Context: an optimization exercise on an open-source flow, tuned for small area, a short achievable clock period and few clock cycles. The choices shown serve that exercise and are no tape-out recipe.
The RTL was checked by simulation tests, not by an equivalence proof against the original design.
Power figures rest on the tool's default switching activity, not on a simulated workload.

==> indigo: inputs <==
Design modbus_rtu, start of the top module:
module modbus_rtu (
    input  wire        clk,
    input  wire        rst,
    input  wire        tick,
    input  wire        rx_valid,
    input  wire [7:0]  rx_data,
    input  wire        tx_ready,
    input  wire        bus_sel,
    input  wire        bus_we,
    input  wire [1:0]  bus_size,
    input  wire [11:0] bus_addr,
    input  wire [31:0] bus_wdata,
    output reg         done,
    output reg  [31:0] bus_rdata,
    output reg         bus_err,
    output reg         tx_valid,
    output reg  [7:0]  tx_data,
    output wire        irq,
    output wire        rx_enable
);
Settings: LEC_CHECK=0, CAP_MARGIN=20, CORE_MARGIN=2, CORE_UTILIZATION=40, CTS_CLUSTER_DIAMETER=70, CTS_CLUSTER_SIZE=24, SLEW_MARGIN=20; clock period 10.0 ns.
standard.sh (not shown) runs the stock make flow with config.mk's settings and CLKGATE_MAP_FILE= SYNTH_SCRIPT=/design/flow/synth_recipe.tcl, a recipe that flattens the netlist after the stock synthesis.
==> flow/flow/run.sh <==
#!/bin/bash
set -euo pipefail
export SETUP_SLACK_MARGIN=5.5
bash standard.sh > standard.log 2>&1
==> garnet: changes against indigo <==
--- a/flow/design.v
+++ b/flow/design.v
@@ -25,14 +25,14 @@
     input  wire        bus_we,
     input  wire [1:0]  bus_size,
     input  wire [11:0] bus_addr,
     input  wire [31:0] bus_wdata,
     output reg         done,
-    output reg  [31:0] bus_rdata,
+    output wire [31:0] bus_rdata,
     output reg         bus_err,
     output reg         tx_valid,
-    output reg  [7:0]  tx_data,
+    output wire [7:0]  tx_data,
     output wire        irq,
     output wire        rx_enable
 );
     localparam [31:0] ID_VALUE = 32'h4D42_5207;
     localparam [2:0] S_OFF  = 3'd0,
@@ -59,11 +59,12 @@
     reg [6:0]  tk;
     reg [15:0] tkc;
     reg        busy, wtx, wv;
     reg [5:0]  aq;
     reg [6:0]  wn;                        
-    reg [7:0]  wb;
+    reg [7:0]  rp0, rp1, rp2, rp3;
+    reg [23:0] rhi;
     reg        rdslow;
     wire held = (state == S_WAIT) && rd_rdy;
     reg rxen;
     assign rx_enable = rxen;
     wire [13:0] status = {f_cfg_err, f_cmd_err, f_drop, f_rx_ovf, f_noise,
@@ -118,26 +119,18 @@
     wire        ahold  = busy || rdslow;
     wire [63:0] bdec   = 64'd1 << bidx;
     wire [5:0]  ri     = ahold ? aq : tx_cur[5:0];
     wire [63:0] rdec   = 64'd1 << ri;
     wire [63:0] rx_live = ~(64'hFFFF_FFFF_FFFF_FFFF << rx_len);
-    wire [63:0] rx_sel = rx_live & (({64{!busy}} & bdec) | ({64{busy}} & rdec));
-    wire [63:0] tx_sel = ({64{!ahold && !emit}} & bdec) | ({64{ahold || emit}} & rdec);
-    reg [7:0] rx_rd, tx_rd;
-    integer k;
-    always @(*) begin
-        rx_rd = 8'd0;
-        tx_rd = 8'd0;
-        for (k = 0; k < 64; k = k + 1) begin
-            rx_rd = rx_rd | (rxb[8*k +: 8] & {8{rx_sel[k]}});
-            tx_rd = tx_rd | (txb[8*k +: 8] & {8{tx_sel[k]}});
-        end
-    end
-    wire       rd_base = (bus_size == 2'd2) && (bus_addr[1:0] == 2'b00) && !bus_we;
+    wire       rd_base = do_bus && (bus_size == 2'd2) && (bus_addr[1:0] == 2'b00) && !bus_we;
     wire       rd_rxb  = rd_base && a_rxbuf;
-    wire       rd_txb  = rd_base && a_txbuf;
+    wire       rd_txb  = rd_base && a_txbuf && !emit;
     wire       rd_reg  = rd_base && a_low;
+    wire       rx_wk   = busy && !wtx;
+    wire       tx_rg   = (busy && wtx) || rdslow || (emit && do_txr);
+    wire [63:0] rx_sel = rx_live & (({64{rd_rxb}} & bdec) | ({64{rx_wk}} & rdec));
+    wire [63:0] tx_sel = ({64{rd_txb}} & bdec) | ({64{tx_rg}} & rdec);
     reg [31:0] reg_value;
     always @(*) begin
             case (bus_addr[7:0])
                 8'h00: reg_value = ID_VALUE;
                 8'h04: reg_value = {18'd0, status};
@@ -156,15 +149,33 @@
                 8'h4C: reg_value = st_ovf;
                 8'h50: reg_value = st_drop;
                 default: reg_value = 32'd0;
             endcase
     end
-    wire [31:0] rd_value = ({32{rd_rxb}} & {24'd0, rx_rd}) |
-                           ({32{rd_txb}} & {24'd0, tx_rd}) |
-                           ({32{rd_reg}} & reg_value);
+    wire [31:0] reg_rd = {32{rd_reg}} & reg_value;
+    reg [7:0] part [0:3];
+    integer k, q;
+    always @(*) begin
+        for (q = 0; q < 4; q = q + 1) begin
+            part[q] = 8'd0;
+            for (k = 16 * q; k < 16 * q + 16; k = k + 1)
+                part[q] = part[q] | (rxb[8*k +: 8] & {8{rx_sel[k]}})
+                                  | (txb[8*k +: 8] & {8{tx_sel[k]}});
+        end
+    end
+    wire [7:0] rd_byte = rp0 | rp1 | rp2 | rp3;
+    assign bus_rdata = {rhi, rd_byte};
+    assign tx_data   = rd_byte;
+    always @(posedge clk) begin
+        rp0 <= part[0] | reg_rd[7:0];
+        rp1 <= part[1];
+        rp2 <= part[2];
+        rp3 <= part[3];
+        rhi <= reg_rd[31:8];
+    end
     wire [15:0] crc_nx;
-    crc16_byte u_crc (.crc_in(crc), .data(wv ? wb : bus_wdata[7:0]), .crc_out(crc_nx));
+    crc16_byte u_crc (.crc_in(crc), .data(wv ? rd_byte : bus_wdata[7:0]), .crc_out(crc_nx));
     wire [15:0] tkc_nx, tkc_first;
     crc16_byte u_tkc   (.crc_in(tkc),      .data(bus_wdata[7:0]), .crc_out(tkc_nx));
     crc16_byte u_tkc0  (.crc_in(16'hFFFF), .data(bus_wdata[7:0]), .crc_out(tkc_first));
     wire [15:0] rc2_nx;
     crc16_byte u_rc2 (.crc_in(rc2), .data(rba), .crc_out(rc2_nx));
@@ -238,19 +249,16 @@
             tk        <= 7'd0;
             tkc       <= 16'hFFFF;
             busy      <= 1'b0;
             wtx       <= 1'b0;
             wv        <= 1'b0;
-            wb        <= 8'd0;
             rdslow    <= 1'b0;
             aq        <= 6'd0;
             wn        <= 7'd0;
             done      <= 1'b0;
-            bus_rdata <= 32'd0;
             bus_err   <= 1'b0;
             tx_valid  <= 1'b0;
-            tx_data   <= 8'd0;
         end else begin
             done     <= 1'b0;
             tx_valid <= 1'b0;
             if (wv) begin
                 crc <= crc_nx;
@@ -258,19 +266,17 @@
                     wv   <= 1'b0;
                     done <= 1'b1;
                 end
             end
             if (busy) begin
-                wb <= wtx ? tx_rd : rx_rd;
                 wv <= 1'b1;
                 if ({1'b0, aq} + 7'd1 == wn) busy <= 1'b0;
                 else             aq   <= aq + 6'd1;
             end
             if (rdslow) begin
                 rdslow    <= 1'b0;
                 done      <= 1'b1;
-                bus_rdata <= {24'd0, tx_rd};
             end
             if (do_rx) begin
                 done <= 1'b1;
                 if (rxw) begin
                     rbb <= rx_data;
@@ -363,11 +369,10 @@
             if (do_txr) begin
                 done <= 1'b1;
                 if (state == S_EMIT && txie) begin
                     if (tx_cur < tx_len) begin
                         tx_valid <= 1'b1;
-                        tx_data  <= tx_rd;
                         tx_cur   <= tx_cur + 7'd1;
                     end else begin
                         txie      <= 1'b0;
                         tmr35_en  <= 1'b1;
                         tmr35_cnt <= t35;
@@ -375,11 +380,10 @@
                 end
             end
             if (do_bus) begin
                 done      <= 1'b1;
                 bus_err   <= !legal;
-                bus_rdata <= rd_value;
                 if (legal && !bus_we && a_txbuf && emit) begin
                     done   <= 1'b0;
                     rdslow <= 1'b1;
                     aq     <= bidx;
                 end
==> flow/flow/run.sh (replaced) <==
#!/bin/bash
set -euo pipefail
export SETUP_SLACK_MARGIN=6
export BUFFER_PORTS_ARGS="-buffer_cell sky130_fd_sc_hd__buf_4"
bash standard.sh > standard.log 2>&1
==> lagoon: changes against indigo <==
--- a/flow/design.v
+++ b/flow/design.v
@@ -25,14 +25,14 @@
     input  wire        bus_we,
     input  wire [1:0]  bus_size,
     input  wire [11:0] bus_addr,
     input  wire [31:0] bus_wdata,
     output reg         done,
-    output reg  [31:0] bus_rdata,
+    output wire [31:0] bus_rdata,
     output reg         bus_err,
     output reg         tx_valid,
-    output reg  [7:0]  tx_data,
+    output wire [7:0]  tx_data,
     output wire        irq,
     output wire        rx_enable
 );
     localparam [31:0] ID_VALUE = 32'h4D42_5207;
     localparam [2:0] S_OFF  = 3'd0,
@@ -59,11 +59,12 @@
     reg [6:0]  tk;
     reg [15:0] tkc;
     reg        busy, wtx, wv;
     reg [5:0]  aq;
     reg [6:0]  wn;                        
-    reg [7:0]  wb;
+    reg [7:0]  rp0, rp1, rp2, rp3;
+    reg [23:0] rhi;
     reg        rdslow;
     wire held = (state == S_WAIT) && rd_rdy;
     reg rxen;
     assign rx_enable = rxen;
     wire [13:0] status = {f_cfg_err, f_cmd_err, f_drop, f_rx_ovf, f_noise,
@@ -118,26 +119,18 @@
     wire        ahold  = busy || rdslow;
     wire [63:0] bdec   = 64'd1 << bidx;
     wire [5:0]  ri     = ahold ? aq : tx_cur[5:0];
     wire [63:0] rdec   = 64'd1 << ri;
     wire [63:0] rx_live = ~(64'hFFFF_FFFF_FFFF_FFFF << rx_len);
-    wire [63:0] rx_sel = rx_live & (({64{!busy}} & bdec) | ({64{busy}} & rdec));
-    wire [63:0] tx_sel = ({64{!ahold && !emit}} & bdec) | ({64{ahold || emit}} & rdec);
-    reg [7:0] rx_rd, tx_rd;
-    integer k;
-    always @(*) begin
-        rx_rd = 8'd0;
-        tx_rd = 8'd0;
-        for (k = 0; k < 64; k = k + 1) begin
-            rx_rd = rx_rd | (rxb[8*k +: 8] & {8{rx_sel[k]}});
-            tx_rd = tx_rd | (txb[8*k +: 8] & {8{tx_sel[k]}});
-        end
-    end
-    wire       rd_base = (bus_size == 2'd2) && (bus_addr[1:0] == 2'b00) && !bus_we;
+    wire       rd_base = do_bus && (bus_size == 2'd2) && (bus_addr[1:0] == 2'b00) && !bus_we;
     wire       rd_rxb  = rd_base && a_rxbuf;
-    wire       rd_txb  = rd_base && a_txbuf;
+    wire       rd_txb  = rd_base && a_txbuf && !emit;
     wire       rd_reg  = rd_base && a_low;
+    wire       rx_wk   = busy && !wtx;
+    wire       tx_rg   = (busy && wtx) || rdslow || (emit && do_txr);
+    wire [63:0] rx_sel = rx_live & (({64{rd_rxb}} & bdec) | ({64{rx_wk}} & rdec));
+    wire [63:0] tx_sel = ({64{rd_txb}} & bdec) | ({64{tx_rg}} & rdec);
     reg [31:0] reg_value;
     always @(*) begin
             case (bus_addr[7:0])
                 8'h00: reg_value = ID_VALUE;
                 8'h04: reg_value = {18'd0, status};
@@ -156,15 +149,33 @@
                 8'h4C: reg_value = st_ovf;
                 8'h50: reg_value = st_drop;
                 default: reg_value = 32'd0;
             endcase
     end
-    wire [31:0] rd_value = ({32{rd_rxb}} & {24'd0, rx_rd}) |
-                           ({32{rd_txb}} & {24'd0, tx_rd}) |
-                           ({32{rd_reg}} & reg_value);
+    wire [31:0] reg_rd = {32{rd_reg}} & reg_value;
+    reg [7:0] part [0:3];
+    integer k, q;
+    always @(*) begin
+        for (q = 0; q < 4; q = q + 1) begin
+            part[q] = 8'd0;
+            for (k = 16 * q; k < 16 * q + 16; k = k + 1)
+                part[q] = part[q] | (rxb[8*k +: 8] & {8{rx_sel[k]}})
+                                  | (txb[8*k +: 8] & {8{tx_sel[k]}});
+        end
+    end
+    wire [7:0] rd_byte = rp0 | rp1 | rp2 | rp3;
+    assign bus_rdata = {rhi, rd_byte};
+    assign tx_data   = rd_byte;
+    always @(posedge clk) begin
+        rp0 <= part[0] | reg_rd[7:0];
+        rp1 <= part[1];
+        rp2 <= part[2];
+        rp3 <= part[3];
+        rhi <= reg_rd[31:8];
+    end
     wire [15:0] crc_nx;
-    crc16_byte u_crc (.crc_in(crc), .data(wv ? wb : bus_wdata[7:0]), .crc_out(crc_nx));
+    crc16_byte u_crc (.crc_in(crc), .data(wv ? rd_byte : bus_wdata[7:0]), .crc_out(crc_nx));
     wire [15:0] tkc_nx, tkc_first;
     crc16_byte u_tkc   (.crc_in(tkc),      .data(bus_wdata[7:0]), .crc_out(tkc_nx));
     crc16_byte u_tkc0  (.crc_in(16'hFFFF), .data(bus_wdata[7:0]), .crc_out(tkc_first));
     wire [15:0] rc2_nx;
     crc16_byte u_rc2 (.crc_in(rc2), .data(rba), .crc_out(rc2_nx));
@@ -238,19 +249,16 @@
             tk        <= 7'd0;
             tkc       <= 16'hFFFF;
             busy      <= 1'b0;
             wtx       <= 1'b0;
             wv        <= 1'b0;
-            wb        <= 8'd0;
             rdslow    <= 1'b0;
             aq        <= 6'd0;
             wn        <= 7'd0;
             done      <= 1'b0;
-            bus_rdata <= 32'd0;
             bus_err   <= 1'b0;
             tx_valid  <= 1'b0;
-            tx_data   <= 8'd0;
         end else begin
             done     <= 1'b0;
             tx_valid <= 1'b0;
             if (wv) begin
                 crc <= crc_nx;
@@ -258,19 +266,17 @@
                     wv   <= 1'b0;
                     done <= 1'b1;
                 end
             end
             if (busy) begin
-                wb <= wtx ? tx_rd : rx_rd;
                 wv <= 1'b1;
                 if ({1'b0, aq} + 7'd1 == wn) busy <= 1'b0;
                 else             aq   <= aq + 6'd1;
             end
             if (rdslow) begin
                 rdslow    <= 1'b0;
                 done      <= 1'b1;
-                bus_rdata <= {24'd0, tx_rd};
             end
             if (do_rx) begin
                 done <= 1'b1;
                 if (rxw) begin
                     rbb <= rx_data;
@@ -363,11 +369,10 @@
             if (do_txr) begin
                 done <= 1'b1;
                 if (state == S_EMIT && txie) begin
                     if (tx_cur < tx_len) begin
                         tx_valid <= 1'b1;
-                        tx_data  <= tx_rd;
                         tx_cur   <= tx_cur + 7'd1;
                     end else begin
                         txie      <= 1'b0;
                         tmr35_en  <= 1'b1;
                         tmr35_cnt <= t35;
@@ -375,11 +380,10 @@
                 end
             end
             if (do_bus) begin
                 done      <= 1'b1;
                 bus_err   <= !legal;
-                bus_rdata <= rd_value;
                 if (legal && !bus_we && a_txbuf && emit) begin
                     done   <= 1'b0;
                     rdslow <= 1'b1;
                     aq     <= bidx;
                 end
==> flow/flow/run.sh (replaced) <==
#!/bin/bash
set -euo pipefail
export SETUP_SLACK_MARGIN=6
export BUFFER_PORTS_ARGS="-buffer_cell sky130_fd_sc_hd__buf_4"
bash standard.sh > standard.log 2>&1
- CORE_UTILIZATION: 40 -> 45
==> notes <==
Against garnet, the combinational power of lagoon is higher by about 5%.
Of garnet and indigo, garnet has the higher worst setup slack (gap 450 ps).
Wire length, lowest first: garnet, lagoon, indigo.
The lowest cell count belongs to lagoon, the highest to garnet.
Die area: garnet > indigo > lagoon.
The lowest global-route usage belongs to garnet, the highest to lagoon.
Sequential power: indigo is smaller than lagoon (about 0.8%).
Clock-buffer cell count, highest first: garnet, lagoon, indigo.
==> figures <==
metric                                                                      lagoon                   indigo                   garnet
CTS sink cnt                                                                  1439                     1431                     1439
Clock buffer count in the final layout                                         113                      103                      116
Average footprint of a synthesized cell                                  11.37 µm²                11.45 µm²                11.37 µm²
Longest individual stage delay on the worst path                            570 ps                   950 ps                   840 ps
Total placed cells including tap cells                                        7426                     7696                     7706
Ratio of cells with drive above 1 in the final layout                       20.89%                   14.78%                   20.60%
Area delta synth->final                                                     18.81%                   15.95%                   19.47%
Worst Setup SP                                                         bus_addr[6]                 rx_valid                      rst
Number of filler instances in the final layout                               12150                    14640                    14350
Yosys reg bits                                                                1439                     1431                     1439
Reported leakage power                                                    24.23 nW                 24.00 nW                 24.22 nW
Site Rows                                                                      138                      147                      147
Pin count of the biggest net entering global routing                            93                       90                       93
Cell type of the slowest stage on the worst timing path  sky130_fd_sc_hd__a2111o_1  sky130_fd_sc_hd__nor2_2   sky130_fd_sc_hd__buf_6
Storage element area                                                     39080 µm²                38910 µm²                39090 µm²
Worst Max-Slew Pin Slew                                                    1311 ps                  1212 ps                  1172 ps
Result of the run                                          complete, no violations  complete, no violations  complete, no violations
Synth Area in Compound Gates                                                17.94%                   18.29%                   17.94%
Testbench counts of indigo, summed over its fixed seeds: cycles 10,758.
Testbench counts of garnet, summed over its fixed seeds: cycles 10,758.
Testbench counts of lagoon, summed over its fixed seeds: cycles 10,758.

## port drivers added, routing unchanged
Ports are ideal in the flow. The routed layouts listed here were re-timed in OpenROAD.
Step 1: set_driving_cell puts a clkbuf_16 on clk and a buf_2 on each other input, an assumption about the parent block.
Step 2 times the ports against the registers' clock, not the clock port: input delays grow and output delays shrink by t, the midpoint of the rising clock arrivals with the driver on.
Slacks: no drivers / after step 1 / after step 2; pairs: no drivers / after step 1.
| run | t, ns | setup slack, ns | hold WS [ns] |
|---|---|---|---|
| indigo | 0.839 | 5.299 / 5.362 / 4.523 | 0.471 / 0.471 / 0.471 |
| garnet | 0.830 | 5.754 / 5.732 / 4.902 | 0.472 / 0.472 / 0.472 |
| lagoon | 0.833 | 5.772 / 5.650 / 4.817 | 0.471 / 0.471 / 0.471 |
After both steps every run listed still meets setup and hold. The setup slack of lagoon, which loses most, moves by -0.122 ns with the drivers and by -0.955 ns with both steps.
